This is an optimization exercise on Yosys and OpenROAD, whose aim is small area, a short achievable clock period and few clock cycles, not a production implementation. Where RTL was checked, it was by simulation tests only, not by an equivalence proof against the original. No functional check of the RTL was part of runs 1 and 4. Power and IR drop assume default switching activity.

[design.v]
module css_t1 (
    input  wire [7:0] a,
    output wire [7:0] t1
);
    wire a01 = a[0] & a[1];
    wire u   = a01 ^ a[3];
    wire v   = (a[4] & a[5]) ^ a[6];
    wire w   = a01 ^ a[2];
    wire z   = (a[4] | a[5]) ^ a[7];
    assign t1[0] = ~u;
    assign t1[1] = ~v;
    assign t1[2] = a[5] ^ (u | v);
    assign t1[3] = a[1] ^ (u | v);
    assign t1[4] = ~w;
    assign t1[5] = ~z;
    assign t1[6] = a[0] ^ (w | z);
    assign t1[7] = a[4] ^ (w & z);
endmodule
module css_descramble (
    input  wire        clk,
    input  wire        rst,          
    input  wire        in_valid,
    output wire        in_ready,
    input  wire [31:0] in_data,
    input  wire [39:0] in_key,       
    input  wire [7:0]  in_cmi,
    output wire        out_valid,
    input  wire        out_ready,
    output wire [31:0] out_data
);
    reg  [31:0] obuf;
    reg         ov;
    reg  [8:0]  wcnt;           
    reg         gate;           
    reg  [16:0] l1;             
    reg  [39:0] ssum;           
    reg         carry;
    reg  [7:0]  o0c;            
    reg  [2:0]  o0f;            
    function [7:0] rev8(input [7:0] b);
        integer k;
        begin
            for (k = 0; k < 8; k = k + 1) rev8[k] = b[7-k];
        end
    endfunction
    function [31:0] o1_word(input [16:0] e);
        reg [63:0] st;          
        integer j, i, q;
        begin
            st = 64'd0;
            for (i = 0; i < 8; i = i + 1) begin
                st[63 - i] = e[9 + i];          
                st[55 - i] = e[1 + i];          
            end
            st[47] = e[0];
            for (q = 46; q >= 32; q = q - 1)
                st[q] = st[q+17] ^ st[q+14];
            for (j = 0; j < 4; j = j + 1)
                for (i = 0; i < 8; i = i + 1)
                    o1_word[8*j + i] = st[32 + 8*j + 7 - i];
        end
    endfunction
    function [31:0] lfsr1_word(input [31:0] w);
        reg [63:0] st;          
        integer j, i, q;
        begin
            for (j = 0; j < 4; j = j + 1)
                for (i = 0; i < 8; i = i + 1)
                    st[8*j + 7 - i] = w[8*j + i];
            for (q = 32; q < 64; q = q + 1)
                st[q] = st[q-17] ^ st[q-3];
            for (j = 0; j < 4; j = j + 1)
                for (i = 0; i < 8; i = i + 1)
                    lfsr1_word[8*j + i] = st[32 + 8*j + 7 - i];
        end
    endfunction
    function [10:0] o0_of(input [23:0] x);
        reg [24:0] l;
        reg [7:0]  k;
        begin
            l = {x[23:3], 1'b1, x[2:0]};
            k = l[24:17] ^ l[21:14] ^ l[20:13] ^ {l[12:8], 3'd0};
            o0_of = {k ^ {5'd0, k[7:5]}, k[2:0] ^ l[7:5]};
        end
    endfunction
    wire take = in_valid && in_ready;
    wire [7:0] b0 = in_data[7:0], b1 = in_data[15:8];
    wire [31:0] o1w = {l1[16:1], 7'd0, l1[0], 8'd0};     
    wire [31:0] o1n = o1_word(l1);
    wire [7:0]  a0  = rev8({o0c[7:3], o0f});
    wire [7:0]  a1  = rev8(o0c);
    wire [8:0]  sn0 = {1'b0, a0} + {1'b0, ~rev8(o1n[7:0])};
    wire [8:0]  sn1 = {1'b0, a1} + {1'b0, ~rev8(o1n[15:8])};
    wire [8:0]  sn2 = {1'b0, a1} + {1'b0, ~rev8(o1n[23:16])};
    wire [8:0]  sn3 = {1'b0, a1} + {1'b0, ~rev8(o1n[31:24])};
    wire        pn0 = &sn0[7:0];
    wire        pn1 = &sn1[7:0];
    wire        pn2 = &sn2[7:0];
    wire        pn3 = &sn3[7:0];
    wire [3:0] bc;              
    wire [31:0] ks;
    wire [3:0] bg = {ssum[38], ssum[28], ssum[18], ssum[8]};    
    wire [3:0] bp = {ssum[39], ssum[29], ssum[19], ssum[9]};    
    assign bc[0] = carry;
    assign bc[1] = bg[0] | (bp[0] & carry);
    assign bc[2] = bg[1] | (bp[1] & bg[0]) | (bp[1] & bp[0] & carry);
    assign bc[3] = bg[2] | (bp[2] & bg[1]) | (bp[2] & bp[1] & bg[0]) | (bp[2] & bp[1] & bp[0] & carry);
    wire carry_next = bg[3] | (bp[3] & bc[3]);
    genvar j;
    generate
        for (j = 0; j < 4; j = j + 1) begin : g_ks
            wire [7:0] sj = ssum[10*j +: 8];
            assign ks[8*j +: 8] = sj ^ ({sj[6:0] & {sj[5:0], 1'b1} & {sj[4:0], 2'b11} & {sj[3:0], 3'b111}
                                         & {sj[2:0], 4'hF} & {sj[1:0], 5'h1F} & {sj[0], 6'h3F}, 1'b1}
                                        & {8{bc[j]}});
        end
    endgenerate
    wire [31:0] t1w;
    css_t1 u_t10 (.a(in_data[7:0]),   .t1(t1w[7:0]));
    css_t1 u_t11 (.a(in_data[15:8]),  .t1(t1w[15:8]));
    css_t1 u_t12 (.a(in_data[23:16]), .t1(t1w[23:16]));
    css_t1 u_t13 (.a(in_data[31:24]), .t1(t1w[31:24]));
    wire scr = gate && wcnt[8:5] != 4'd0;      
    wire [31:0] o1step = lfsr1_word(o1w);
    always @(posedge clk) begin
        if (rst) begin
            ov   <= 1'b0;
            wcnt <= 9'd0;
        end else begin
            if (take) begin
                ov   <= 1'b1;
                wcnt <= wcnt + 9'd1;
            end else if (out_ready) begin
                ov   <= 1'b0;
            end
        end
        if (take) begin
            obuf <= scr ? (t1w ^ ks) : in_data;
            if (wcnt == 9'd5)
                gate <= b0[5:4] != 2'b00;
            if (wcnt == 9'd21) begin
                gate  <= gate && in_cmi[7] && in_key != 40'd0;
                l1  <= {in_key[7:0] ^ b0, in_key[14:8] ^ b1[6:0], 1'b1, in_key[15] ^ b1[7]};
                o0c <= in_data[31:24];
            end
            if (wcnt == 9'd22)
                {o0c, o0f} <= o0_of(in_key[39:16] ^ {b0, o0c, ssum[7:0]});
            if (wcnt >= 9'd30)
                l1 <= {o1step[31:16], o1step[8]};
            ssum  <= {pn3, sn3, pn2, sn2, pn1, sn1, pn0, sn0[8],
                      wcnt == 9'd21 ? in_data[23:16] : sn0[7:0]};
            carry <= wcnt[8:5] != 4'd0 && carry_next;
            if (wcnt == 9'd31)
                o0f <= o0c[2:0];
        end
    end
    assign in_ready  = out_ready;
    assign out_valid = ov;
    assign out_data  = obuf;
endmodule
[flow/run.sh]
#!/bin/bash
# Layout flow: the standard ORFS flow (standard.sh), with extra ORFS settings passed
# to make:
#  - the port buffers that buffer_ports puts on every input and output are
#    sky130_fd_sc_hd__buf_1 instead of the cell it picks by default (clkdlybuf4s50_1);
#  - if flow/abc.script exists, Yosys's ABC technology mapping uses it in place of ORFS's
#    abc_speed.script: ORFS's scripts folder is copied here (scripts_local/) with only that
#    file replaced. Synthesis is otherwise ORFS's and the standard flow's own (synth_recipe.tcl);
#    ABC maps only combinational logic, so the registers are the standard synthesis's;
#  - any further make settings listed one per line in flow/extra.txt.
# make's full output goes to flow_make.log here; each ORFS step keeps its own log under
# orfs/logs/.
set -euo pipefail
EXTRA=(
  "BUFFER_PORTS_ARGS=-buffer_cell sky130_fd_sc_hd__buf_1"
)
if [[ -f flow/abc.script ]]; then
  rm -rf scripts_local
  cp -r "$FLOW_HOME/scripts" scripts_local
  cp flow/abc.script scripts_local/abc_speed.script
  EXTRA+=("SCRIPTS_DIR=$PWD/scripts_local")
fi
if [[ -f flow/extra.txt ]]; then
  while IFS= read -r line; do
    [[ -n "$line" ]] && EXTRA+=("$line")
  done < flow/extra.txt
fi
bash standard.sh "${EXTRA[@]}" finish > flow_make.log 2>&1
[standard.sh]
#!/bin/bash
# synth_recipe.tcl (not shown) runs the flow's synth.tcl, then flattens the netlist and writes it again
# the make line also repeats each setting of config.mk as NAME=value (left out here)
make -C /OpenROAD-flow-scripts/flow DESIGN_CONFIG=/design/flow/config.mk WORK_HOME=/design/flow/orfs CLKGATE_MAP_FILE= SYNTH_SCRIPT=/design/flow/synth_recipe.tcl "${@:-finish}"
[config.mk]
export PLATFORM = sky130hd
export DESIGN_NAME = css_descramble
export DESIGN_NICKNAME = css_descramble
export VERILOG_FILES = /design/flow/design.v
export SDC_FILE = /design/flow/constraint.sdc
export NUM_CORES = 4
export LEC_CHECK = 0
export CAP_MARGIN = 20
export CORE_MARGIN = 2
export CORE_UTILIZATION = 70
export CTS_BUF_LIST = sky130_fd_sc_hd__clkbuf_8
export PLACE_DENSITY = 0.85
export SETUP_SLACK_MARGIN = 3.4
export SLEW_MARGIN = 20
[constraint.sdc]
create_clock -name core_clock -period 6.0 [get_ports {clk}]
set_input_delay 1.2000 -clock core_clock [delete_from_list [all_inputs] [get_ports {clk}]]
set_output_delay 1.2000 -clock core_clock [all_outputs]
set_load 0.01 [all_outputs]
==> results of run 1 <==
kinds of logic (layout without fill, tap and decap cells):
group	count (synthesis)	after routing	synth area share [%]
AOI/OAI and AO/OA	148	148	10.8
buffers and inverters	68	180	3.32
and+or+nand+nor	237	237	14.0
DFF	112	112	40.0
xor gates and xnor gates	218	218	24.4
adders and majority gates	43	43	6.97
muxes	4	4	0.537
worst min path at each step:
stage,end,start,cells after the start
finish,ov,ov,2
global route,ov,ov,2
CTS,ov,ov,2
detailed placement,ov,ov,2
global placement,ov,ov,2
floorplan,ov,ov,2
repair_timing:
item	CTS	global route
hold endpoints to repair	0	0
gates resized for setup	12	25
endpoints found under the setup margin	19	35
buffers inserted	8	7
pin swaps	6	9
synthesized netlist by cell type, types with 20 or more instances:
| cell type | n |
|---|---|
| sky130_fd_sc_hd__xnor2_1 | 161 |
| sky130_fd_sc_hd__nand2_1 | 89 |
| sky130_fd_sc_hd__ha_1 | 39 |
| sky130_fd_sc_hd__nand3_1 | 20 |
| sky130_fd_sc_hd__edfxtp_1 | 102 |
| sky130_fd_sc_hd__o21ai_0 | 63 |
| sky130_fd_sc_hd__xor2_1 | 49 |
| sky130_fd_sc_hd__nor2_1 | 49 |
| sky130_fd_sc_hd__a21oi_1 | 32 |
| sky130_fd_sc_hd__clkbuf_1 | 22 |
| sky130_fd_sc_hd__inv_1 | 37 |
stage by stage:
step	instance area (um2)	utilization, %	hold WS [ns]
floorplan	8170	-	0.493
global route	9110	80.1	0.510
CTS	8940	78.7	0.486
detailed placement	8640	76.0	0.466
finish	9110	80.1	0.504
global placement	8640	76.0	0.463
power by group:
part	switching [W]	leakage (nW)	internal, W	total [W]
combinational	0.000159	2.18	0.000124	0.000283
clock	0.000273	0.0959	0.000190	0.000463
sequential	0.0000110	1.03	0.000872	0.000883
total	0.000443	3.30	0.00119	0.00163
routing by layer:
layer / routed length (um) / vias up
met2: 10600 / 398
met1: 8090 / 3170
met5: 0 / -
met3: 2220 / 70
li1: - / 3100
met4: 743 / 0
registers in the layout, summed over array words and instances (netlist names):
signal	cells
ssum	40
o0f	3
ov	1
l1	17
wcnt	9
obuf	32
gate	1
carry	1
o0c	8
critical path: cells and delay by family, from the launching register on:
family | cells | cell delay, ns
AOI/OAI and AO/OA | 5 | 1.02
DFF | 1 | 0.54
adders and majority gates | 1 | 0.31
xor gates and xnor gates | 2 | 0.61
cell type report:
class	count	share of cell area, %
Multi-Input combinational cell	650	52.4
Sequential cell	112	35.8
Timing Repair Buffer	126	6.08
Tap cell	143	1.96
Inverter	38	1.72
Clock buffer	9	1.36
Clock inverter	7	0.687
==> qor.yml, run 1 <==
first_pass_grt_wire_length_um: 33100
cts_buffers: 9
cts_tree: "built"
drtPass1Iterations: 7
n_fill_cell: 750
power_leakage_nw: 3.30
crit_type: "reg2reg"
path_common_cell: "sky130_fd_sc_hd__o21ai_0"
most_crowded_layer_gr: "met2"
design.die.area_mm2: 0.0125
synth_flop_cell: "sky130_fd_sc_hd__edfxtp_1"
yosysTopAreaCellShare_pct: 37.6
fp-row-count: 39
maxSlewViolCount: 0
ys_async_sr_fraction_pct: 0
placement.setup.worst_slack_ns: 2.88
overflow: 0
avgRoutedWirePerCell_um: 19.9
r2r_end: "ssum[5]"
nets: 1064
arrival_time_of_the_worst_setup_path_ns: 2.88
post-layout-total-power_w: 0.00163
clock_tree.root_cell: "sky130_fd_sc_hd__clkbuf_8"
synth.yosys.seq_area_share_pct: 40.0
worst_path_max_delay_cell: "sky130_fd_sc_hd__edfxtp_1"
groute.layer.met3.usage_pct: 5.55
boundary_pins: 118
finClkSkew_ns: 0.0128
final-hold-violation-count: 0
finalCritPeriodShare_pct: 45.8
placedCellCount: 1054
slew-limit-headroom_pct: 31.9
design.core.area_mm2: 0.0114
detail-route-antenna-nets: 0
post_synth_inst_count: 830
vias: 6738
report.final.setup_viol: 0
crit_chain: "xnor2_2 -> ha_1 -> a21o_1 -> a21oi_2 -> o21ai_0 -> a21oi_1 -> xor2_1 -> o21ai_0"
final_cell_mix: "sky130_fd_sc_hd__xnor2_1, sky130_fd_sc_hd__buf_1, sky130_fd_sc_hd__edfxtp_1"
clock_transition_at_the_registers_of_the_reported_paths_ns: 0.11
drt-vias-per-instance: 6.21
cts_hold_repair.buffers: 0
rsz0062_at_grt: "yes"
die_h_um: 112
gr_layer_usage_met1_pct: 44.4
max-cap-violations: 0
dr.first_iter.drc_count: 885
globalRouteTotalUtil_pct: 34.0
antennaDiodeCount: 0
place_hpwl_um: 15900
final_period_minus_worst_setup_slack_ns: 2.75
critical_path_required_ns: 6.13
layout.cells.non_filler: 1085
grt_antenna_before_repair: 0
synth_edf_count: 102
worst_setup_path_endpoint: "ssum[5]"
cts.sinks: 112
route.final.wire_length_um: 21600
worst_r2r_startpoint: "l1[6]"
syn-mean-instance-area_um2: 9.82
yosys_warnings: 1
width_of_the_die_um: 112
drcViolationCount: 0
setup_slack_ns: 3.25
multi_input_area_mm2: 0.00477
vdd.ir_drop.worst_mv: 0.137
cts.path.max_buffers: 2
min_path_type: "reg2reg"
layout.cells.most_common: "sky130_fd_sc_hd__xnor2_1"
crit_path_max_incr_delay_ns: 0.54
tightest_slew_ns: 1.02
critical_path_capture_point_type: "register"
area_added_between_synthesis_and_finish_pct: 11.8
seq_area_mm2: 0.00326
pwr_density_cell_mw_per_mm2: 179
post_route_cells_drive_above_1_share_pct: 7.43
max_freq_ghz: 0.364
outcome: "finished clean"
timing.critical_path.from_type: "register"
clock_insertion_delay_worst_skew_ns: 0.40
worst-path-max-fanout: 4
synthesis.nets: 957
grt_start_max_net_pins: 82
setup_total_negative_slack_ns: 0
place.gp.congestion: 0.978
r2r_setup_slack_ns: 3.25
ff2ff_path_depth: 8
cts-htree-levels: 3
initial_core_utilization_pct: 71.7
met2_usage_pct: 57.9
synth.distinct_cells: 55
synthesis.area_mm2: 0.00815
synth_area_leaders: "sky130_fd_sc_hd__edfxtp_1, sky130_fd_sc_hd__xnor2_1, sky130_fd_sc_hd__ha_1"
area_leader_netlist: "sky130_fd_sc_hd__edfxtp_1"
port-buffer-count: 110
ys_ff_latch: 112
worstSetupStartpoint: "l1[6]"
grt_pass1_vias: 6539
==> run 2: changes to the inputs <==
--- a/design.v
+++ b/design.v
@@ -142,12 +142,11 @@
                 gate  <= gate && in_cmi[7] && in_key != 40'd0;
                 l1  <= {in_key[7:0] ^ b0, in_key[14:8] ^ b1[6:0], 1'b1, in_key[15] ^ b1[7]};
-                o0c <= in_data[31:24];
+                {o0c, o0f} <= o0_of({8'd0, in_key[31:16] ^ in_data[31:16]});
             end
             if (wcnt == 9'd22)
-                {o0c, o0f} <= o0_of(in_key[39:16] ^ {b0, o0c, ssum[7:0]});
+                {o0c, o0f} <= {o0c, o0f} ^ o0_of({in_key[39:32] ^ b0, 16'd0});
             if (wcnt >= 9'd30)
                 l1 <= {o1step[31:16], o1step[8]};
-            ssum  <= {pn3, sn3, pn2, sn2, pn1, sn1, pn0, sn0[8],
-                      wcnt == 9'd21 ? in_data[23:16] : sn0[7:0]};
+            ssum  <= {pn3, sn3, pn2, sn2, pn1, sn1, pn0, sn0};
             carry <= wcnt[8:5] != 4'd0 && carry_next;
             if (wcnt == 9'd31)
==> qor.yml, run 2 <==
width_of_the_die_um: 110  # was 112 um
multi_input_area_mm2: 0.00450  # was 0.00477 mm2
yosys_warnings: 1  # unchanged
avgRoutedWirePerCell_um: 19.2  # was 19.9 um
ff2ff_path_depth: 10  # was 8
p_clk_share_pct: 26.7  # was 28.4%
grt_pass1_vias: 5897  # was 6,539
design.die.area_mm2: 0.0121  # was 0.0125 mm2
vdd.ir_drop.worst_mv: 0.116  # was 0.137 mV
path_delay_family: "compound AO/OA/AOI/OAI gates"  # unchanged
area_leader_netlist: "sky130_fd_sc_hd__edfxtp_1"  # unchanged
worst-path-max-fanout: 2  # was 4
drcViolationCount: 0  # unchanged
drt-vias-per-instance: 5.94  # was 6.21
synth_flop_cell: "sky130_fd_sc_hd__edfxtp_1"  # unchanged
clock_tree.root_cell: "sky130_fd_sc_hd__clkbuf_8"  # unchanged
synth_edf_count: 102  # unchanged
drtPass1Iterations: 5  # was 7
rsz0062_at_grt: "yes"  # unchanged
boundary_pins: 118  # unchanged
dr.first_iter.drc_count: 698  # was 885
area_added_between_synthesis_and_finish_pct: 12.9  # was 11.8%
synthesis.area_mm2: 0.00790  # was 0.00815 mm2
finClkSkew_ns: 0.00997  # was 0.0128 ns
max-cap-violations: 0  # unchanged
seqPwrFrac_pct: 53.9  # was 54.2%
ys_async_sr_fraction_pct: 0  # unchanged
cts-htree-levels: 3  # unchanged
globalRouteTotalUtil_pct: 33.4  # was 34.0%
worst_setup_path_endpoint: "ssum[9]"  # was ssum[5]
post_synth_inst_count: 781  # was 830
place_hpwl_um: 14700  # was 15,900 um
placed_area_mm2: 0.00841  # was 0.00864 mm2
initial_core_utilization_pct: 72.2  # was 71.7%
final_cell_mix: "sky130_fd_sc_hd__xnor2_1, sky130_fd_sc_hd__edfxtp_1, sky130_fd_sc_hd__buf_1"  # was sky130_fd_sc_hd__xnor2_1, sky130_fd_sc_hd__buf_1, sky130_fd_sc_hd__edfxtp_1
clock_insertion_delay_worst_skew_ns: 0.39  # was 0.40 ns
finalCritPeriodShare_pct: 44.5  # was 45.8%
maxSlewViolCount: 0  # unchanged
final_period_minus_worst_setup_slack_ns: 2.67  # was 2.75 ns
outcome: "finished clean"  # unchanged
overflow: 0  # unchanged
biggest_registers_after_layout: "ssum: 40 flops, obuf: 32 flops, l1: 17 flops"  # unchanged
detail-route-antenna-nets: 0  # unchanged
die_h_um: 110  # was 112 um
ys_ff_latch: 112  # unchanged
critical_path_required_ns: 6.16  # was 6.13 ns
fp-row-count: 38  # was 39
timing.hold.ws_ns: 0.492  # was 0.504 ns
first_pass_grt_wire_length_um: 29900  # was 33,100 um
tightest_slew_ns: 0.822  # was 1.02 ns
pwr_density_cell_mw_per_mm2: 184  # was 179 mW/mm2
synth.yosys.seq_area_share_pct: 41.3  # was 40.0%
path_buf_inv: 0  # unchanged
route.final.wire_length_um: 20000  # was 21,600 um
post_route_cells_drive_above_1_share_pct: 10.4  # was 7.43%
crit_path_max_incr_delay_ns: 0.51  # was 0.54 ns
fin_area_mm2: 0.00891  # was 0.00911 mm2
final-hold-violation-count: 0  # unchanged
cts_tree: "built"  # unchanged
worstHoldStart: "ov"  # unchanged
critical_path_depth: 10  # was 8
swShare_pct: 28.1  # was 27.2%
timing.critical_path.from_type: "register"  # unchanged
slew-limit-headroom_pct: 44.7  # was 31.9%
antennaDiodeCount: 0  # unchanged
arrival_time_of_the_worst_setup_path_ns: 2.83  # was 2.88 ns
critical_path_capture_point_type: "register"  # unchanged
yosysTopAreaCellShare_pct: 38.8  # was 37.6%
cts.sinks: 112  # unchanged
grt_antenna_before_repair: 0  # unchanged
design.core.area_mm2: 0.0109  # was 0.0114 mm2
synthesis.nets: 908  # was 957
power_report.internal_total_w: 0.00118  # was 0.00119 W
worst_r2r_startpoint: "l1[12]"  # was l1[6]
setup_total_negative_slack_ns: 0  # unchanged
synth_area_leaders: "sky130_fd_sc_hd__edfxtp_1, sky130_fd_sc_hd__xnor2_1, sky130_fd_sc_hd__ha_1"  # unchanged
report.final.setup_viol: 0  # unchanged
worstSetupStartpoint: "l1[12]"  # was l1[6]
synth_top_cells_by_count: "sky130_fd_sc_hd__xnor2_1, sky130_fd_sc_hd__edfxtp_1, sky130_fd_sc_hd__nand2_1, sky130_fd_sc_hd__nor2_1, sky130_fd_sc_hd__xor2_1"  # was sky130_fd_sc_hd__xnor2_1, sky130_fd_sc_hd__edfxtp_1, sky130_fd_sc_hd__nand2_1, sky130_fd_sc_hd__o21ai_0
path_common_cell: "sky130_fd_sc_hd__xnor2_1"  # was sky130_fd_sc_hd__o21ai_0
synth.distinct_cells: 46  # was 55
seq_area_mm2: 0.00326  # unchanged
r2r_end: "ssum[9]"  # was ssum[5]
registers.top_by_ff_count: "ssum"  # unchanged
most_frequent_cell_after_synthesis: "sky130_fd_sc_hd__xnor2_1"  # unchanged
worst_path_max_delay_cell: "sky130_fd_sc_hd__edfxtp_1"  # unchanged
layout.cells.most_common: "sky130_fd_sc_hd__xnor2_1"  # unchanged
cts.path.max_buffers: 2  # unchanged
n_fill_cell: 693  # was 750
port-buffer-count: 110  # unchanged
grt_start_max_net_pins: 82  # unchanged
nets: 1024  # was 1,064
crit_type: "reg2reg"  # unchanged
r2r_setup_slack_ns: 3.33  # was 3.25 ns
vias: 6185  # was 6,738
utilization_pct: 81.5  # was 80.1%
cts_hold_repair.buffers: 0  # unchanged
crit_chain: "xor2_2 -> xnor2_1 -> ha_2 -> a21o_1 -> a21oi_2 -> o21bai_1 -> or3_1 -> a31oi_1 -> xnor2_1 -> and4_1"  # was xnor2_2 -> ha_1 -> a21o_1 -> a21oi_2 -> o21ai_0 -> a21oi_1 -> xor2_1 -> o21ai_0
combPwrFrac_pct: 19.4  # was 17.4%
netSwitchingPower_w: 0.000460  # was 0.000443 W
power_leakage_nw: 3.36  # was 3.30 nW
syn-mean-instance-area_um2: 10.1  # was 9.82 um2
clock_transition_at_the_registers_of_the_reported_paths_ns: 0.11  # about the same
cts_buffers: 9  # unchanged
max_freq_ghz: 0.374  # was 0.364 GHz
post-layout-total-power_w: 0.00164  # was 0.00163 W
place.gp.congestion: 0.972  # was 0.978
min_path_type: "reg2reg"  # unchanged
largest_register_ffs: 40  # unchanged
run 2: changes by cell type after synthesis, sizes merged, moves of 6 or more:
cell,before,now
a21oi,33,47
nand2,89,64
nand3,20,13
nor2,49,55
nor3,15,3
o211ai,12,3
o21a,13,4
o21ai,64,45
xnor2,164,179
run 2: per-layer routing:
| layer | GRT usage [%] | vias up | part of all wire (%) |
|---|---|---|---|
| met2 | 53.8 | 355 | 48 |
| met4 | 14.6 | 0 | 3.4 |
| met1 | 45.3 | 2864 | 39 |
| li1 | - | 2914 | - |
| met3 | 4.47 | 52 | 10 |
| met5 | 0 | - | 0 |
run 2: final cells by class:
type | instances | area share, %
Clock buffer | 10 | 1.54
Clock inverter | 6 | 0.491
Inverter | 43 | 1.95
Multi-Input combinational cell | 598 | 50.5
Sequential cell | 112 | 36.6
Tap cell | 140 | 1.96
Timing Repair Buffer | 133 | 6.98
run 2: repair_timing:
item / in CTS / in global routing
buffers inserted: 9 / 11
cloned: 0 / 0
pin swaps: 3 / 9
setup endpoints to repair: 14 / 19
gates resized for setup: 9 / 31
run 2: worst min path at each step:
| stage | end | cells after the start | slack (ns) |
|---|---|---|---|
| 6_report | ov | 2 | 0.49 |
| 5_1_grt | ov | 2 | 0.54 |
| 4_1_cts | ov | 2 | 0.49 |
| 3_5_place_dp | ov | 2 | 0.48 |
| 3_3_place_gp | ov | 2 | 0.46 |
| 2_1_floorplan | wcnt[4] | 2 | 0.49 |
run 2: power by group through the flow:
| stage | sequential, W | clock (W) | combinational (W) |
|---|---|---|---|
| after detailed placement | 0.000902 | 0 | 0.000300 |
| after global placement | 0.000901 | 0 | 0.000289 |
| final | 0.000884 | 0.000438 | 0.000318 |
| after global routing | 0.000887 | 0.000464 | 0.000345 |
| after CTS | 0.000884 | 0.000438 | 0.000306 |
| after floorplan | 0.000905 | 0 | 0.000218 |
run 2: cells by family (layout without fill, tap and decap cells):
logic type | Yosys count | after routing | synth area share [%]
and+or+nand+nor | 185 | 185 | 10.9
xor gates and xnor gates | 227 | 227 | 26.0
adders and majority gates | 43 | 43 | 7.19
DFF | 112 | 112 | 41.3
muxes | 9 | 9 | 1.24
buffers and inverters | 71 | 192 | 3.53
AOI/OAI and AO/OA | 134 | 134 | 9.76
run 2: per-stage QoR:
| step | setup WS, ns | instances |
|---|---|---|
| 6_report | 3.33 | 1042 |
| 4_1_cts | 3.36 | 1031 |
| 2_1_floorplan | 3.41 | 781 |
| 3_3_place_gp | 3.02 | 1006 |
| 3_5_place_dp | 2.94 | 1006 |
| 5_1_grt | 3.26 | 1042 |
run 2: worst reg2reg max path, cell delays in order (launching register included):
cell and delay, ns:
sky130_fd_sc_hd__edfxtp_1 0.51, sky130_fd_sc_hd__xor2_2 0.29, sky130_fd_sc_hd__xnor2_1 0.12, sky130_fd_sc_hd__ha_2 0.21
sky130_fd_sc_hd__a21o_1 0.19, sky130_fd_sc_hd__a21oi_2 0.23, sky130_fd_sc_hd__o21bai_1 0.11, sky130_fd_sc_hd__or3_1 0.30
sky130_fd_sc_hd__a31oi_1 0.19, sky130_fd_sc_hd__xnor2_1 0.12, sky130_fd_sc_hd__and4_1 0.18
Testbench counts of run 2, summed over its fixed seeds: cycles 32,776.
==> run 3: changes to the inputs <==
--- a/config.mk
+++ b/config.mk
@@ -9,5 +9,5 @@
 export CORE_MARGIN = 2
 export CORE_UTILIZATION = 70
-export CTS_BUF_LIST = sky130_fd_sc_hd__clkbuf_8
+export CTS_BUF_LIST = sky130_fd_sc_hd__clkbuf_4 sky130_fd_sc_hd__clkbuf_8
 export PLACE_DENSITY = 0.85
 export SETUP_SLACK_MARGIN = 3.4
==> qor.yml, run 3 <==
outcome: "finished clean"  # unchanged
yosysTopAreaCellShare_pct: 38.8  # unchanged
fin_area_mm2: 0.00890  # was 0.00891 mm2
area_leader_netlist: "sky130_fd_sc_hd__edfxtp_1"  # unchanged
drt-vias-per-instance: 5.92  # was 5.94
finalCritPeriodShare_pct: 44.2  # was 44.5%
fp-row-count: 38  # unchanged
synth.distinct_cells: 46  # unchanged
placedCellCount: 1006  # unchanged
first_pass_grt_wire_length_um: 29700  # was 29,900 um
cts-htree-levels: 3  # unchanged
min_path_type: "reg2reg"  # unchanged
pwr_density_cell_mw_per_mm2: 185  # was 184 mW/mm2
worst-path-max-fanout: 2  # unchanged
place_hpwl_um: 14700  # unchanged
largest_register_ffs: 40  # unchanged
most_frequent_cell_after_synthesis: "sky130_fd_sc_hd__xnor2_1"  # unchanged
route.final.wire_length_um: 19900  # was 20,000 um
timing.hold.ws_ns: 0.492  # about the same
crit_type: "reg2reg"  # unchanged
arrival_time_of_the_worst_setup_path_ns: 2.82  # was 2.83 ns
placed_area_mm2: 0.00841  # unchanged
avgRoutedWirePerCell_um: 19.1  # was 19.2 um
design.core.area_mm2: 0.0109  # unchanged
final_cell_mix: "sky130_fd_sc_hd__xnor2_1, sky130_fd_sc_hd__edfxtp_1, sky130_fd_sc_hd__buf_1"  # unchanged
cts_tree: "built"  # unchanged
die_h_um: 110  # unchanged
synthesis.nets: 908  # unchanged
cts_buffers: 9  # unchanged
area_added_between_synthesis_and_finish_pct: 12.7  # was 12.9%
synth_edf_count: 102  # unchanged
port-buffer-count: 110  # unchanged
highest-signal-layer: "met4"  # unchanged
synth_flop_cell: "sky130_fd_sc_hd__edfxtp_1"  # unchanged
nets: 1023  # was 1,024
initial_core_utilization_pct: 72.2  # unchanged
synth_top_cells_by_count: "sky130_fd_sc_hd__xnor2_1, sky130_fd_sc_hd__edfxtp_1, sky130_fd_sc_hd__nand2_1, sky130_fd_sc_hd__nor2_1, sky130_fd_sc_hd__xor2_1"  # unchanged
synth.yosys.seq_area_share_pct: 41.3  # unchanged
utilization_pct: 81.4  # was 81.5%
clock_transition_at_the_registers_of_the_reported_paths_ns: 0.11  # about the same
width_of_the_die_um: 110  # unchanged
dr.first_iter.drc_count: 690  # was 698
post_route_cells_drive_above_1_share_pct: 10.2  # was 10.4%
ys_async_sr_fraction_pct: 0  # unchanged
ys_ff_latch: 112  # unchanged
synth_area_leaders: "sky130_fd_sc_hd__edfxtp_1, sky130_fd_sc_hd__xnor2_1, sky130_fd_sc_hd__ha_1"  # unchanged
final_period_minus_worst_setup_slack_ns: 2.65  # was 2.67 ns
max-cap-violations: 0  # unchanged
boundary_pins: 118  # unchanged
post_synth_inst_count: 781  # unchanged
vias: 6162  # was 6,185
globalRouteTotalUtil_pct: 33.1  # was 33.4%
clock_tree.root_cell: "sky130_fd_sc_hd__clkbuf_8"  # unchanged
syn-mean-instance-area_um2: 10.1  # unchanged
route.met2.wl_um: 9390  # was 9540 um
drt-met1-wl_um: 7630  # was 7770 um
report.final.setup_viol: 0  # unchanged
yosys_warnings: 1  # unchanged
grt_pass1_vias: 5904  # was 5,897
layout.cells.non_filler: 1041  # was 1,042
critical_path_required_ns: 6.16  # about the same
n_fill_cell: 690  # was 693
synthesis.area_mm2: 0.00790  # unchanged
antennaDiodeCount: 0  # unchanged
biggest_registers_after_layout: "ssum: 40 flops, obuf: 32 flops, l1: 17 flops"  # unchanged
multi_input_area_mm2: 0.00449  # was 0.00450 mm2
grt_antenna_before_repair: 0  # unchanged
tightest_slew_ns: 0.809  # was 0.822 ns
power_leakage_nw: 3.34  # was 3.36 nW
drcViolationCount: 0  # unchanged
critical_path_capture_point_type: "register"  # unchanged
timing.critical_path.from_type: "register"  # unchanged
clock_insertion_delay_worst_skew_ns: 0.39  # about the same
maxSlewViolCount: 0  # unchanged
max_freq_ghz: 0.377  # was 0.374 GHz
registers.top_by_ff_count: "ssum"  # unchanged
cts.sinks: 112  # unchanged
drtPass1Iterations: 7  # was 5
layout.cells.most_common: "sky130_fd_sc_hd__xnor2_1"  # unchanged
finClkSkew_ns: 0.0116  # was 0.00997 ns
seq_area_mm2: 0.00326  # unchanged
setup_total_negative_slack_ns: 0  # unchanged
cts.path.max_buffers: 2  # unchanged
design.die.area_mm2: 0.0121  # unchanged
rsz0062_at_grt: "yes"  # unchanged
cts_hold_repair.buffers: 0  # unchanged
slew-limit-headroom_pct: 45.6  # was 44.7%
final-hold-violation-count: 0  # unchanged
overflow: 0  # unchanged
grt_start_max_net_pins: 82  # unchanged
place.gp.congestion: 0.972  # unchanged
vdd.ir_drop.worst_mv: 0.116  # about the same
met3RoutedLength_um: 2130  # was 2030 um
detail-route-antenna-nets: 0  # unchanged
## run 3: cell counts after synthesis
Identical to the previous run, type by type.
## run 3: critical path, cell delays in order (launching register included)
cell and delay (ns):
sky130_fd_sc_hd__edfxtp_1 0.50, sky130_fd_sc_hd__xor2_2 0.28, sky130_fd_sc_hd__xnor2_1 0.12, sky130_fd_sc_hd__ha_2 0.21
sky130_fd_sc_hd__a21o_1 0.19, sky130_fd_sc_hd__a21oi_2 0.22, sky130_fd_sc_hd__o21bai_1 0.11, sky130_fd_sc_hd__or3_1 0.30
sky130_fd_sc_hd__a31oi_1 0.19, sky130_fd_sc_hd__xnor2_1 0.11, sky130_fd_sc_hd__and4_1 0.18
## run 3: logic make-up (layout without fill, tap and decap cells)
| family | Yosys count | after routing | synth area share (%) |
|---|---|---|---|
| xor+xnor | 227 | 227 | 26.0 |
| simple gates | 185 | 185 | 10.9 |
| compound gates | 134 | 134 | 9.76 |
| flops | 112 | 112 | 41.3 |
| buf+inv | 71 | 191 | 3.53 |
| fa+ha+maj | 43 | 43 | 7.19 |
| mux | 9 | 9 | 1.24 |
## run 3: layer usage
metal  GRT usage, %  vias up
met5              0        -
met4           14.0        0
met3           5.76       57
met2           53.2      339
met1           44.5     2856
li1               -     2910
## run 3: area by class of cell
class                      instances  share of cell area, %
clock buffer                      11                   1.63
clock inverter                     5                  0.450
inverter                          43                   1.95
multi-input combinational        598                   50.5
sequential                       112                   36.7
tap                              140                   1.97
timing repair buffer             132                   6.89
## run 3: final timing paths
check	start	end	slack (ns)	cells past startpoint
setup / recovery	l1[12]	ssum[9]	3.35	10
hold / removal	ov	ov	0.49	2
setup reg to reg	l1[12]	ssum[9]	3.35	10
hold reg to reg	ov	ov	0.49	2
## run 3: stage by stage
step	power (W)	setup slack, ns
2_1_floorplan	0.00112	3.41
3_3_place_gp	0.00119	3.02
3_5_place_dp	0.00120	2.94
4_1_cts	0.00163	3.36
5_1_grt	0.00170	3.30
6_report	0.00164	3.35
## run 3: power by group
| group | switching (W) | internal [W] |
|---|---|---|
| Sequential | 0.00000951 | 0.000875 |
| Clock | 0.000273 | 0.000171 |
| Combinational | 0.000176 | 0.000139 |
## run 3: timing repair
item	in CTS	in global routing
buffers inserted	10	9
resized for setup	9	29
endpoints found under the setup margin	14	18
endpoints found under the hold margin	0	0
pin swaps	2	9
==> run 4: changes to the inputs <==
--- a/design.v
+++ b/design.v
@@ -90,12 +90,14 @@
     wire [7:0]  a0  = rev8({o0c[7:3], o0f});
     wire [7:0]  a1  = rev8(o0c);
-    wire [8:0]  sn0 = {1'b0, a0} + {1'b0, ~rev8(o1n[7:0])};
-    wire [8:0]  sn1 = {1'b0, a1} + {1'b0, ~rev8(o1n[15:8])};
-    wire [8:0]  sn2 = {1'b0, a1} + {1'b0, ~rev8(o1n[23:16])};
-    wire [8:0]  sn3 = {1'b0, a1} + {1'b0, ~rev8(o1n[31:24])};
-    wire        pn0 = &sn0[7:0];
-    wire        pn1 = &sn1[7:0];
-    wire        pn2 = &sn2[7:0];
-    wire        pn3 = &sn3[7:0];
+    wire [7:0]  bb0 = ~rev8(o1n[7:0]),   bb1 = ~rev8(o1n[15:8]);
+    wire [7:0]  bb2 = ~rev8(o1n[23:16]), bb3 = ~rev8(o1n[31:24]);
+    wire [8:0]  sn0 = {1'b0, a0} + {1'b0, bb0};
+    wire [8:0]  sn1 = {1'b0, a1} + {1'b0, bb1};
+    wire [8:0]  sn2 = {1'b0, a1} + {1'b0, bb2};
+    wire [8:0]  sn3 = {1'b0, a1} + {1'b0, bb3};
+    wire        pn0 = &(a0 ^ bb0);
+    wire        pn1 = &(a1 ^ bb1);
+    wire        pn2 = &(a1 ^ bb2);
+    wire        pn3 = &(a1 ^ bb3);
     wire [3:0] bc;              
     wire [31:0] ks;
==> qor.yml, run 4 <==
seqPwrFrac_pct: 51.2  # was 53.8%
yosys_warnings: 1  # unchanged
place_hpwl_um: 16700  # was 14,700 um
final_period_minus_worst_setup_slack_ns: 2.62  # was 2.65 ns
die_h_um: 111  # was 110 um
fin_area_mm2: 0.00889  # was 0.00890 mm2
slew-limit-headroom_pct: 38.0  # was 45.6%
post_route_cells_drive_above_1_share_pct: 6.69  # was 10.2%
grt_pass1_vias: 6036  # was 5,904
rsz0062_at_grt: "yes"  # unchanged
drcViolationCount: 0  # unchanged
crit_chain: "buf_1 -> buf_2"  # was xor2_2 -> xnor2_1 -> ha_2 -> a21o_1 -> a21oi_2 -> o21bai_1 -> or3_1 -> a31oi_1 -> xnor2_1 -> and4_1
seq_area_mm2: 0.00326  # unchanged
vias: 6546  # was 6,162
tightest_slew_ns: 0.928  # was 0.809 ns
r2r_setup_slack_ns: 3.41  # was 3.35 ns
route.final.wire_length_um: 21800  # was 19,900 um
report.final.setup_viol: 0  # unchanged
multi_input_area_mm2: 0.00458  # was 0.00449 mm2
vdd.ir_drop.worst_mv: 0.166  # was 0.116 mV
area_added_between_synthesis_and_finish_pct: 11.4  # was 12.7%
max_freq_ghz: 0.381  # was 0.377 GHz
power_leakage_nw: 3.26  # was 3.34 nW
synth_area_leaders: "sky130_fd_sc_hd__edfxtp_1, sky130_fd_sc_hd__xnor2_1, sky130_fd_sc_hd__ha_1"  # unchanged
critical_path_required_ns: 4.80  # was 6.16 ns
clock_tree.root_cell: "sky130_fd_sc_hd__clkbuf_8"  # unchanged
biggest_registers_after_layout: "ssum: 40 flops, obuf: 32 flops, l1: 17 flops"  # unchanged
n_fill_cell: 688  # was 690
path_delay_family: "buffers and inverters"  # was compound AO/OA/AOI/OAI gates
p_clk_share_pct: 29.4  # was 27.0%
drtPass1Iterations: 5  # was 7
ys_async_sr_fraction_pct: 0  # unchanged
netSwitchingPower_w: 0.000478  # was 0.000459 W
syn-mean-instance-area_um2: 9.92  # was 10.1 um2
cts_buffers: 9  # unchanged
design.core.area_mm2: 0.0110  # was 0.0109 mm2
synth.distinct_cells: 50  # was 46
crit_path_max_incr_delay_ns: 0.13  # was 0.50 ns
place.gp.congestion: 0.964  # was 0.972
synthesis.area_mm2: 0.00798  # was 0.00790 mm2
final_cell_mix: "sky130_fd_sc_hd__xnor2_1, sky130_fd_sc_hd__buf_1, sky130_fd_sc_hd__edfxtp_1"  # was sky130_fd_sc_hd__xnor2_1, sky130_fd_sc_hd__edfxtp_1, sky130_fd_sc_hd__buf_1
pwr_density_cell_mw_per_mm2: 195  # was 185 mW/mm2
setup_total_negative_slack_ns: 0  # unchanged
outcome: "finished clean"  # unchanged
max-cap-violations: 0  # unchanged
dr.first_iter.drc_count: 735  # was 690
min_delay_path_depth: 2  # unchanged
layout.cells.most_common: "sky130_fd_sc_hd__xnor2_1"  # unchanged
detail-route-antenna-nets: 0  # unchanged
port-buffer-count: 110  # unchanged
design.die.area_mm2: 0.0123  # was 0.0121 mm2
cts_tree: "built"  # unchanged
ys_ff_latch: 112  # unchanged
grt_antenna_before_repair: 0  # unchanged
cts.sinks: 112  # unchanged
antennaDiodeCount: 0  # unchanged
placed_area_mm2: 0.00850  # was 0.00841 mm2
globalRouteTotalUtil_pct: 35.2  # was 33.1%
combPwrFrac_pct: 19.4  # was 19.2%
avgRoutedWirePerCell_um: 20.7  # was 19.1 um
grt_start_max_net_pins: 82  # unchanged
r2r_end: "ssum[6]"  # was ssum[9]
first_pass_grt_wire_length_um: 33300  # was 29,700 um
fp-row-count: 38  # unchanged
maxSlewViolCount: 0  # unchanged
drt-vias-per-instance: 6.22  # was 5.92
finClkSkew_ns: 0.00916  # was 0.0116 ns
synth.yosys.seq_area_share_pct: 40.9  # was 41.3%
nets: 1034  # was 1,023
worstHoldStart: "ov"  # unchanged
boundary_pins: 118  # unchanged
worst-path-max-fanout: 2  # unchanged
ff2ff_path_depth: 11  # was 10
overflow: 0  # unchanged
finalCritPeriodShare_pct: 43.7  # was 44.2%
cts_hold_repair.buffers: 0  # unchanged
most_frequent_cell_after_synthesis: "sky130_fd_sc_hd__xnor2_1"  # unchanged
width_of_the_die_um: 111  # was 110 um
power_report.internal_total_w: 0.00125  # was 0.00119 W
path_buf_inv: 2  # was 0
synth_flop_cell: "sky130_fd_sc_hd__edfxtp_1"  # unchanged
largest_register_ffs: 40  # unchanged
yosysTopAreaCellShare_pct: 38.4  # was 38.8%
clock_insertion_delay_worst_skew_ns: 0.39  # about the same
initial_core_utilization_pct: 72.7  # was 72.2%
arrival_time_of_the_worst_setup_path_ns: 1.42  # was 2.82 ns
clock_transition_at_the_registers_of_the_reported_paths_ns: 0.11  # about the same
critical_path_capture_point_type: "output port"  # was register
cts.path.max_buffers: 2  # unchanged
hold_end: "ov"  # unchanged
timing.critical_path.from_type: "primary input"  # was register
synth_top_cells_by_count: "sky130_fd_sc_hd__xnor2_1, sky130_fd_sc_hd__edfxtp_1, sky130_fd_sc_hd__nor2_1, sky130_fd_sc_hd__nand2_1, sky130_fd_sc_hd__xor2_1"  # was sky130_fd_sc_hd__xnor2_1, sky130_fd_sc_hd__edfxtp_1, sky130_fd_sc_hd__nand2_1, sky130_fd_sc_hd__nor2_1, sky130_fd_sc_hd__xor2_1
registers.top_by_ff_count: "ssum"  # unchanged
crit_type: "in2out"  # was reg2reg
synth_edf_count: 102  # unchanged
swShare_pct: 27.6  # was 27.9%
synthesis.nets: 932  # was 908
final-hold-violation-count: 0  # unchanged
cts-htree-levels: 3  # unchanged
worst_path_max_delay_cell: "sky130_fd_sc_hd__buf_2"  # was sky130_fd_sc_hd__edfxtp_1
post_synth_inst_count: 805  # was 781
worst_r2r_startpoint: "l1[9]"  # was l1[12]
min_path_type: "reg2reg"  # unchanged
area_leader_netlist: "sky130_fd_sc_hd__edfxtp_1"  # unchanged
run 4: cell types whose count changed in the layout (fill, tap and decap cells not counted), sizes merged, moves of 5 or more:
cell	previous run	this run
o22ai	6	0
nand4	8	18
inv	44	36
and3	10	4
nor3	3	8
nand2	64	71
nor2	55	73
buf	127	113
nor2b	3	10
o21ai	45	40
run 4: timing repair:
action                     4_1_cts  5_1_grt
pin swaps                        0        1
gates cloned                     0        2
setup endpoints to repair        5       19
setup buffers                    1        5
resized for setup                3       17
run 4: through the flow:
stage                     setup slack (ns)  total power, W  utilization (%)  cells  hold slack (ns)
final                                 3.38         0.00173             81.0   1052            0.488
after global routing                  3.28         0.00179             81.0   1052            0.521
after CTS                             3.36         0.00171             79.6   1045            0.489
after detailed placement              2.97         0.00122             77.4   1028            0.468
after global placement                3.02         0.00121             77.4   1028            0.465
after floorplan                       3.40         0.00112                -    805            0.493
run 4: cell families after synthesis:
| family | Yosys count | synth area share, % |
|---|---|---|
| compound gates | 128 | 9.61 |
| xor+xnor | 230 | 25.6 |
| fa+ha+maj | 43 | 7.11 |
| buf+inv | 64 | 3.17 |
| flops | 112 | 40.9 |
| mux | 7 | 0.956 |
| simple gates | 221 | 12.7 |
run 4: layout make-up:
type                       instances  share of cell area (%)
multi-input combinational        629                    51.5
sequential                       112                    36.7
timing repair buffer             118                    5.40
tap                              140                    1.97
inverter                          35                    1.77
clock buffer                       9                    1.39
clock inverter                     7                    1.08
timing repair inverter             2                   0.197
run 4: worst max-delay path by stage:
stage | end | cells after the start | from | slack, ns
after global routing | ssum[6] | 11 | l1[9] | 3.28
after global placement | o0f[1] | 7 | in_data[29] | 3.02
after detailed placement | o0f[0] | 7 | in_data[29] | 2.97
after floorplan | obuf[31] | 7 | in_data[28] | 3.40
after CTS | o0f[0] | 7 | in_data[29] | 3.36
final | in_ready | 2 | out_ready | 3.38
run 4: per-layer routing:
layer  wire length, um  track usage [%]  share of wire (%)
met2              9950             55.5                 46
met5                 0                0                  0
met4               628             11.0                2.9
met3              2420             6.23                 11
met1              8820             49.9                 40
run 4: power groups by stage:
stage          Sequential (W)  Combinational (W)  Clock [W]
2_1_floorplan        0.000906           0.000217          0
3_3_place_gp         0.000902           0.000306          0
3_5_place_dp         0.000903           0.000314          0
4_1_cts              0.000886           0.000318   0.000504
5_1_grt              0.000887           0.000361   0.000536
6_report             0.000886           0.000336   0.000508
==> run 5: changes to the inputs <==
--- a/design.v
+++ b/design.v
@@ -42,4 +42,21 @@
         begin
             for (k = 0; k < 8; k = k + 1) rev8[k] = b[7-k];
+        end
+    endfunction
+    function [8:0] add8(input [7:0] a, input [7:0] b);
+        reg [7:0] g, p, gg, pp;
+        integer i, d;
+        begin
+            g = a & b;
+            p = a ^ b;
+            gg = g;
+            pp = p;
+            for (d = 1; d < 8; d = d * 2)
+                for (i = 7; i >= 0; i = i - 1)
+                    if ((i / d) % 2 == 1) begin
+                        gg[i] = gg[i] | (pp[i] & gg[(i / d) * d - 1]);
+                        pp[i] = pp[i] & pp[(i / d) * d - 1];
+                    end
+            add8 = {gg[7], p ^ {gg[6:0], 1'b0}};
         end
     endfunction
@@ -92,8 +109,8 @@
     wire [7:0]  bb0 = ~rev8(o1n[7:0]),   bb1 = ~rev8(o1n[15:8]);
     wire [7:0]  bb2 = ~rev8(o1n[23:16]), bb3 = ~rev8(o1n[31:24]);
-    wire [8:0]  sn0 = {1'b0, a0} + {1'b0, bb0};
-    wire [8:0]  sn1 = {1'b0, a1} + {1'b0, bb1};
-    wire [8:0]  sn2 = {1'b0, a1} + {1'b0, bb2};
-    wire [8:0]  sn3 = {1'b0, a1} + {1'b0, bb3};
+    wire [8:0]  sn0 = add8(a0, bb0);
+    wire [8:0]  sn1 = add8(a1, bb1);
+    wire [8:0]  sn2 = add8(a1, bb2);
+    wire [8:0]  sn3 = add8(a1, bb3);
     wire        pn0 = &(a0 ^ bb0);
     wire        pn1 = &(a1 ^ bb1);
--- a/config.mk
+++ b/config.mk
@@ -8,7 +8,7 @@
 export CAP_MARGIN = 20
 export CORE_MARGIN = 2
-export CORE_UTILIZATION = 70
+export CORE_UTILIZATION = 75
 export CTS_BUF_LIST = sky130_fd_sc_hd__clkbuf_4 sky130_fd_sc_hd__clkbuf_8
-export PLACE_DENSITY = 0.85
+export PLACE_DENSITY = 0.88
 export SETUP_SLACK_MARGIN = 3.4
 export SLEW_MARGIN = 20
==> qor.yml, run 5 <==
outcome: "finished clean"  # unchanged
placedCellCount: 993  # was 1,028
vdd.ir_drop.worst_mv: 0.174  # was 0.166 mV
synth_edf_count: 102  # unchanged
utilization_pct: 86.8  # was 81.0%
width_of_the_die_um: 107  # was 111 um
met3RoutedLength_um: 2830  # was 2420 um
highest-signal-layer: "met4"  # unchanged
post_synth_inst_count: 774  # was 805
clock_tree.root_cell: "sky130_fd_sc_hd__clkbuf_8"  # unchanged
tightest_slew_ns: 0.785  # was 0.928 ns
registers.top_by_ff_count: "ssum"  # unchanged
drtPass1Iterations: 6  # was 5
drt-vias-per-instance: 6.40  # was 6.22
drt-met1-wl_um: 8050  # was 8820 um
globalRouteTotalUtil_pct: 38.1  # was 35.2%
pwr_density_cell_mw_per_mm2: 189  # was 195 mW/mm2
worst-path-max-fanout: 2  # unchanged
synth_top_cells_by_count: "sky130_fd_sc_hd__xnor2_1, sky130_fd_sc_hd__edfxtp_1, sky130_fd_sc_hd__nand2_1, sky130_fd_sc_hd__nor2_1, sky130_fd_sc_hd__xor2_1"  # was sky130_fd_sc_hd__xnor2_1, sky130_fd_sc_hd__edfxtp_1, sky130_fd_sc_hd__nor2_1, sky130_fd_sc_hd__nand2_1, sky130_fd_sc_hd__xor2_1
overflow: 0  # unchanged
initial_core_utilization_pct: 77.1  # was 72.7%
report.final.setup_viol: 0  # unchanged
nets: 1022  # was 1,034
cts_buffers: 9  # unchanged
finClkSkew_ns: 0.0193  # was 0.00916 ns
synth.yosys.seq_area_share_pct: 41.0  # was 40.9%
finalCritPeriodShare_pct: 43.6  # was 43.7%
path_buf_inv: 2  # unchanged
first_pass_grt_wire_length_um: 32200  # was 33,300 um
layout.cells.most_common: "sky130_fd_sc_hd__xnor2_1"  # unchanged
synth_area_leaders: "sky130_fd_sc_hd__edfxtp_1, sky130_fd_sc_hd__xnor2_1, sky130_fd_sc_hd__ha_1"  # unchanged
grt_pass1_vias: 6101  # was 6,036
drcViolationCount: 0  # unchanged
design.die.area_mm2: 0.0115  # was 0.0123 mm2
ys_ff_latch: 112  # unchanged
ys_async_sr_fraction_pct: 0  # unchanged
max_freq_ghz: 0.382  # was 0.381 GHz
grt_start_max_net_pins: 82  # unchanged
rsz0062_at_grt: "yes"  # unchanged
post_route_cells_drive_above_1_share_pct: 9.97  # was 6.69%
boundary_pins: 118  # unchanged
grt_antenna_before_repair: 0  # unchanged
crit_chain: "buf_1 -> buf_2"  # unchanged
design.core.area_mm2: 0.0103  # was 0.0110 mm2
synth.distinct_cells: 53  # was 50
yosys_warnings: 1  # unchanged
min_path_type: "reg2reg"  # unchanged
place.gp.congestion: 1.04  # was 0.964
antennaDiodeCount: 0  # unchanged
area_leader_netlist: "sky130_fd_sc_hd__edfxtp_1"  # unchanged
cts_tree: "built"  # unchanged
port-buffer-count: 110  # unchanged
syn-mean-instance-area_um2: 10.3  # was 9.92 um2
largest_register_ffs: 40  # unchanged
synthesis.nets: 908  # was 932
fin_area_mm2: 0.00896  # was 0.00889 mm2
detail-route-antenna-nets: 0  # unchanged
synth_flop_cell: "sky130_fd_sc_hd__edfxtp_1"  # unchanged
dr.first_iter.drc_count: 869  # was 735
cts-htree-levels: 3  # unchanged
route.final.wire_length_um: 22300  # was 21,800 um
multi_input_area_mm2: 0.00456  # was 0.00458 mm2
crit_type: "in2out"  # unchanged
max-cap-violations: 0  # unchanged
layout.cells.non_filler: 1029  # was 1,052
power_leakage_nw: 3.40  # was 3.26 nW
slew-limit-headroom_pct: 47.5  # was 38.0%
worst_path_max_delay_cell: "sky130_fd_sc_hd__buf_2"  # unchanged
path_delay_family: "buffers and inverters"  # unchanged
arrival_time_of_the_worst_setup_path_ns: 1.42  # about the same
place_hpwl_um: 15900  # was 16,700 um
vias: 6583  # was 6,546
final_cell_mix: "sky130_fd_sc_hd__xnor2_1, sky130_fd_sc_hd__edfxtp_1, sky130_fd_sc_hd__buf_1"  # was sky130_fd_sc_hd__xnor2_1, sky130_fd_sc_hd__buf_1, sky130_fd_sc_hd__edfxtp_1
area_added_between_synthesis_and_finish_pct: 12.5  # was 11.4%
clock_insertion_delay_worst_skew_ns: 0.39  # about the same
seq_area_mm2: 0.00326  # unchanged
maxSlewViolCount: 0  # unchanged
timing.critical_path.from_type: "primary input"  # unchanged
cts.sinks: 112  # unchanged
most_frequent_cell_after_synthesis: "sky130_fd_sc_hd__xnor2_1"  # unchanged
biggest_registers_after_layout: "ssum: 40 flops, obuf: 32 flops, l1: 17 flops"  # unchanged
critical_path_capture_point_type: "output port"  # unchanged
placed_area_mm2: 0.00847  # was 0.00850 mm2
cts.path.max_buffers: 2  # unchanged
die_h_um: 107  # was 111 um
synthesis.area_mm2: 0.00796  # was 0.00798 mm2
clock_transition_at_the_registers_of_the_reported_paths_ns: 0.11  # about the same
n_fill_cell: 537  # was 688
final-hold-violation-count: 0  # unchanged
critical_path_required_ns: 4.80  # about the same
avgRoutedWirePerCell_um: 21.7  # was 20.7 um
crit_path_max_incr_delay_ns: 0.13  # about the same
route.met2.wl_um: 10400  # was 9950 um
setup_total_negative_slack_ns: 0  # unchanged
final_period_minus_worst_setup_slack_ns: 2.62  # about the same
fp-row-count: 37  # was 38
yosysTopAreaCellShare_pct: 38.5  # was 38.4%
## run 5: cell count changes after synthesis, sizes merged, moves of 5 or more
cell   before  now
fa          4   11
inv        34   40
a21oi      44   31
nand4      18   13
xnor2     179  159
nor2       73   56
## run 5: per-stage QoR
| step | worst slack (ns) | power (W) | hold WS [ns] |
|---|---|---|---|
| after floorplan | 3.27 | 0.00112 | 0.493 |
| after global placement | 3.02 | 0.00120 | 0.460 |
| after detailed placement | 2.87 | 0.00121 | 0.465 |
| after CTS | 3.39 | 0.00166 | 0.480 |
| after global routing | 3.35 | 0.00173 | 0.518 |
| final | 3.38 | 0.00169 | 0.485 |
## run 5: path summary, 6_finish.rpt
kind	from	to	slack [ns]	depth (start not counted)
setup / recovery	out_ready	in_ready	3.38	2
hold / removal	ov	ov	0.48	2
setup reg to reg	l1[9]	ssum[6]	3.43	10
hold reg to reg	ov	ov	0.48	2
## run 5: cell type report
class                   instances  area share [%]
multi-input cells             592            50.9
clock inverters                 5           0.643
repair inverters                2           0.196
repair buffers                130            6.41
well taps                     136            1.90
clock buffers                  11            1.55
inverters                      41            2.01
flip-flops and latches        112            36.4
## run 5: kinds of logic (layout without fill, tap and decap cells)
logic type	count (synthesis)	count (layout)	share of synthesized area, %
AND/OR/NAND/NOR	203	203	12.0
AO/OA/AOI/OAI	121	121	9.24
multiplexers	6	6	0.817
XOR/XNOR	212	212	24.6
buffers and inverters	70	189	3.49
adder cells (fa/ha/maj)	50	50	8.89
flip-flops	112	112	41.0
## run 5: routing by layer
layer / track usage (%) / up-vias
met4: 16.5 / 0
met3: 7.17 / 92
li1: - / 2891
met1: 51.2 / 3070
met2: 60.7 / 530
met5: 0 / -
## run 5: report_power, final
| group | leakage [nW] | switching (W) | total [W] | internal, W |
|---|---|---|---|---|
| clock network | 0.104 | 0.000271 | 0.000474 | 0.000203 |
| logic | 2.27 | 0.000193 | 0.000332 | 0.000139 |
| registers | 1.03 | 0.0000103 | 0.000885 | 0.000875 |
| total | 3.40 | 0.000474 | 0.00169 | 0.00122 |
## run 5: repair_timing
| action | CTS | global route |
|---|---|---|
| gates cloned | 0 | 2 |
| setup buffers | 10 | 8 |
| pin swaps | 2 | 4 |
| endpoints found under the setup margin | 10 | 32 |
| hold buffers | 0 | 0 |
| gates resized for setup | 8 | 30 |
Testbench counts of run 5, summed over its fixed seeds: cycles 32,776.
==> run 6: changes to the inputs <==
--- a/config.mk
+++ b/config.mk
@@ -8,7 +8,7 @@
 export CAP_MARGIN = 20
 export CORE_MARGIN = 2
-export CORE_UTILIZATION = 75
+export CORE_UTILIZATION = 70
 export CTS_BUF_LIST = sky130_fd_sc_hd__clkbuf_4 sky130_fd_sc_hd__clkbuf_8
-export PLACE_DENSITY = 0.88
+export PLACE_DENSITY = 0.85
 export SETUP_SLACK_MARGIN = 3.4
 export SLEW_MARGIN = 20
==> qor.yml, run 6 <==
outcome: "finished clean"  # unchanged
seqPwrFrac_pct: 53.7  # was 52.3%
design.die.area_mm2: 0.0122  # was 0.0115 mm2
layout.cells.non_filler: 1020  # was 1,029
final-hold-violation-count: 0  # unchanged
power_report.internal_total_w: 0.00119  # was 0.00122 W
final_cell_mix: "sky130_fd_sc_hd__xnor2_1, sky130_fd_sc_hd__edfxtp_1, sky130_fd_sc_hd__buf_1"  # unchanged
cts_hold_repair.buffers: 0  # unchanged
grt_start_max_net_pins: 82  # unchanged
pwr_density_cell_mw_per_mm2: 186  # was 189 mW/mm2
nets: 1009  # was 1,022
post_route_cells_drive_above_1_share_pct: 8.64  # was 9.97%
clock_insertion_delay_worst_skew_ns: 0.40  # was 0.39 ns
registers.top_by_ff_count: "ssum"  # unchanged
cts.sinks: 112  # unchanged
synth_top_cells_by_count: "sky130_fd_sc_hd__xnor2_1, sky130_fd_sc_hd__edfxtp_1, sky130_fd_sc_hd__nand2_1, sky130_fd_sc_hd__nor2_1, sky130_fd_sc_hd__xor2_1"  # unchanged
path_buf_inv: 2  # unchanged
antennaDiodeCount: 0  # unchanged
maxSlewViolCount: 0  # unchanged
port-buffer-count: 110  # unchanged
placedCellCount: 997  # was 993
tightest_slew_ns: 0.750  # was 0.785 ns
multi_input_area_mm2: 0.00455  # was 0.00456 mm2
timing.critical_path.from_type: "primary input"  # unchanged
cts_tree: "built"  # unchanged
drcViolationCount: 0  # unchanged
ys_ff_latch: 112  # unchanged
grt_pass1_vias: 6194  # was 6,101
layout.cells.most_common: "sky130_fd_sc_hd__xnor2_1"  # unchanged
clock_transition_at_the_registers_of_the_reported_paths_ns: 0.10  # was 0.11 ns
max_freq_ghz: 0.384  # was 0.382 GHz
width_of_the_die_um: 111  # was 107 um
critical_path_capture_point_type: "output port"  # unchanged
globalRouteTotalUtil_pct: 35.1  # was 38.1%
cts_buffers: 9  # unchanged
worst_path_max_delay_cell: "sky130_fd_sc_hd__buf_6"  # was sky130_fd_sc_hd__buf_2
yosysTopAreaCellShare_pct: 38.5  # unchanged
grt_antenna_before_repair: 0  # unchanged
finalCritPeriodShare_pct: 43.4  # was 43.6%
report.final.setup_viol: 0  # unchanged
fp-row-count: 38  # was 37
vdd.ir_drop.worst_mv: 0.141  # was 0.174 mV
final_period_minus_worst_setup_slack_ns: 2.60  # was 2.62 ns
crit_type: "in2out"  # unchanged
crit_path_max_incr_delay_ns: 0.11  # was 0.13 ns
die_h_um: 111  # was 107 um
setup_total_negative_slack_ns: 0  # unchanged
rsz0062_at_grt: "yes"  # unchanged
area_leader_netlist: "sky130_fd_sc_hd__edfxtp_1"  # unchanged
largest_register_ffs: 40  # unchanged
synth_flop_cell: "sky130_fd_sc_hd__edfxtp_1"  # unchanged
avgRoutedWirePerCell_um: 21.0  # was 21.7 um
combPwrFrac_pct: 19.5  # was 19.6%
route.final.wire_length_um: 21400  # was 22,300 um
n_fill_cell: 725  # was 537
synth.yosys.seq_area_share_pct: 41.0  # unchanged
dr.first_iter.drc_count: 843  # was 869
synth_area_leaders: "sky130_fd_sc_hd__edfxtp_1, sky130_fd_sc_hd__xnor2_1, sky130_fd_sc_hd__ha_1"  # unchanged
path_common_cell: "sky130_fd_sc_hd__buf_6"
synthesis.nets: 908  # unchanged
most_frequent_cell_after_synthesis: "sky130_fd_sc_hd__xnor2_1"  # unchanged
drt-vias-per-instance: 6.24  # was 6.40
seq_area_mm2: 0.00326  # unchanged
path_delay_family: "buffers and inverters"  # unchanged
netSwitchingPower_w: 0.000460  # was 0.000474 W
biggest_registers_after_layout: "ssum: 40 flops, obuf: 32 flops, l1: 17 flops"  # unchanged
area_added_between_synthesis_and_finish_pct: 11.0  # was 12.5%
synth.distinct_cells: 53  # unchanged
finClkSkew_ns: 0.0219  # was 0.0193 ns
clock_tree.root_cell: "sky130_fd_sc_hd__clkbuf_8"  # unchanged
initial_core_utilization_pct: 72.5  # was 77.1%
first_pass_grt_wire_length_um: 33100  # was 32,200 um
place_hpwl_um: 16400  # was 15,900 um
post_synth_inst_count: 774  # unchanged
power_leakage_nw: 3.34  # was 3.40 nW
synth_edf_count: 102  # unchanged
boundary_pins: 118  # unchanged
min_path_type: "reg2reg"  # unchanged
synthesis.area_mm2: 0.00796  # unchanged
detail-route-antenna-nets: 0  # unchanged
swShare_pct: 27.9  # was 28.0%
vias: 6364  # was 6,583
crit_chain: "buf_6 -> buf_6"  # was buf_1 -> buf_2
p_clk_share_pct: 26.8  # was 28.0%
critical_path_required_ns: 4.80  # about the same
syn-mean-instance-area_um2: 10.3  # unchanged
yosys_warnings: 1  # unchanged
drtPass1Iterations: 5  # was 6
max-cap-violations: 0  # unchanged
overflow: 0  # unchanged
cts-htree-levels: 3  # unchanged
cts.path.max_buffers: 2  # unchanged
slew-limit-headroom_pct: 49.8  # was 47.5%
arrival_time_of_the_worst_setup_path_ns: 1.40  # was 1.42 ns
worst-path-max-fanout: 3  # was 2
ys_async_sr_fraction_pct: 0  # unchanged
place.gp.congestion: 1.01  # was 1.04
design.core.area_mm2: 0.0110  # was 0.0103 mm2
==> run 6: area by class of cell <==
class / instances / share of cell area, %
Timing Repair Buffer: 119 / 5.73
Multi-Input combinational cell: 592 / 51.5
Inverter: 41 / 1.88
Sequential cell: 112 / 36.9
Clock buffer: 13 / 1.81
Clock inverter: 3 / 0.212
Tap cell: 140 / 1.98
==> run 6: power groups by stage <==
stage          Sequential (W)  Combinational, W  Clock [W]
5_1_grt              0.000888          0.000346   0.000464
4_1_cts              0.000886          0.000311   0.000435
6_report             0.000886          0.000321   0.000442
3_5_place_dp         0.000904          0.000306          0
2_1_floorplan        0.000906          0.000216          0
3_3_place_gp         0.000902          0.000294          0
==> run 6: what timing repair did <==
item | in CTS | in global routing
endpoints found under the setup margin | 9 | 36
cloned | 0 | 0
pin swaps | 0 | 11
buffers inserted | 5 | 2
gates resized for setup | 10 | 26
hold endpoints to repair | 0 | 0
==> run 6: per-stage QoR <==
stage	hold WS (ns)	total power, W	util, %	area [um2]	setup slack [ns]
floorplan	0.493	0.00112	-	8000	3.27
global placement	0.460	0.00120	77.1	8470	2.99
detailed placement	0.461	0.00121	77.1	8470	2.97
CTS	0.482	0.00163	79.5	8730	3.38
global route	0.514	0.00170	80.5	8840	3.38
finish	0.479	0.00165	80.5	8840	3.40
==> run 6: cell families after synthesis <==
kind of cell / count (synthesis) / synth area share, %
XOR/XNOR: 212 / 24.6
AND/OR/NAND/NOR: 203 / 12.0
AO/OA/AOI/OAI: 121 / 9.24
buffers and inverters: 70 / 3.49
multiplexers: 6 / 0.817
flip-flops: 112 / 41.0
adder cells (fa/ha/maj): 50 / 8.89
==> run 6: final timing paths <==
check,slack [ns],from,cells after the start,to
max,3.40,out_ready,2,in_ready
min,0.48,ov,2,ov
max reg2reg,3.49,l1[12],10,ssum[7]
min reg2reg,0.48,ov,2,ov
==> run 6: routing by layer <==
layer / up-vias / track usage (%) / routed length [um]
li1: 2859 / - / -
met1: 3045 / 47.6 / 8260
met2: 408 / 57.5 / 10200
met3: 52 / 4.76 / 2110
met4: 0 / 14.5 / 802
met5: - / 0 / 0

afterwards: timing with drivers on the ports:
In the flow no input, the clock included, has a driving cell. The finished layouts below were timed again as built, in two steps.
Step 1: set_driving_cell puts a clkbuf_16 on clk and a buf_2 on each other input, an assumption about the parent block.
Step 2 moves the port delays by t, midway between the first and last clock arrival at a register: inputs arrive t later, outputs are due t later. That takes back most of the time a late clock gives input paths.
Three values: ideal ports, drivers, drivers and shift; two values: the first two.
| run | t (ns) | slack for setup (ns) | slew at the worst register clock pin (ns) | pins driven straight from the clock port |
|---|---|---|---|---|
| run 1 | 0.432 | 3.250 / 3.250 / 3.032 | 0.11 / 0.11 | 1 |
| run 2 | 0.421 | 3.328 / 3.328 / 3.005 | 0.11 / 0.11 | 1 |
| run 3 | 0.422 | 3.346 / 3.346 / 3.017 | 0.11 / 0.11 | 1 |
| run 4 | 0.422 | 3.378 / 3.357 / 3.011 | 0.11 / 0.11 | 1 |
| run 5 | 0.420 | 3.382 / 3.360 / 2.984 | 0.11 / 0.11 | 1 |
| run 6 | 0.424 | 3.396 / 3.363 / 3.034 | 0.12 / 0.12 | 1 |
After both steps every run listed still meets setup and hold. For run 5, which loses most, drivers alone change the setup slack by -0.022 ns; drivers and shift together by -0.398 ns.
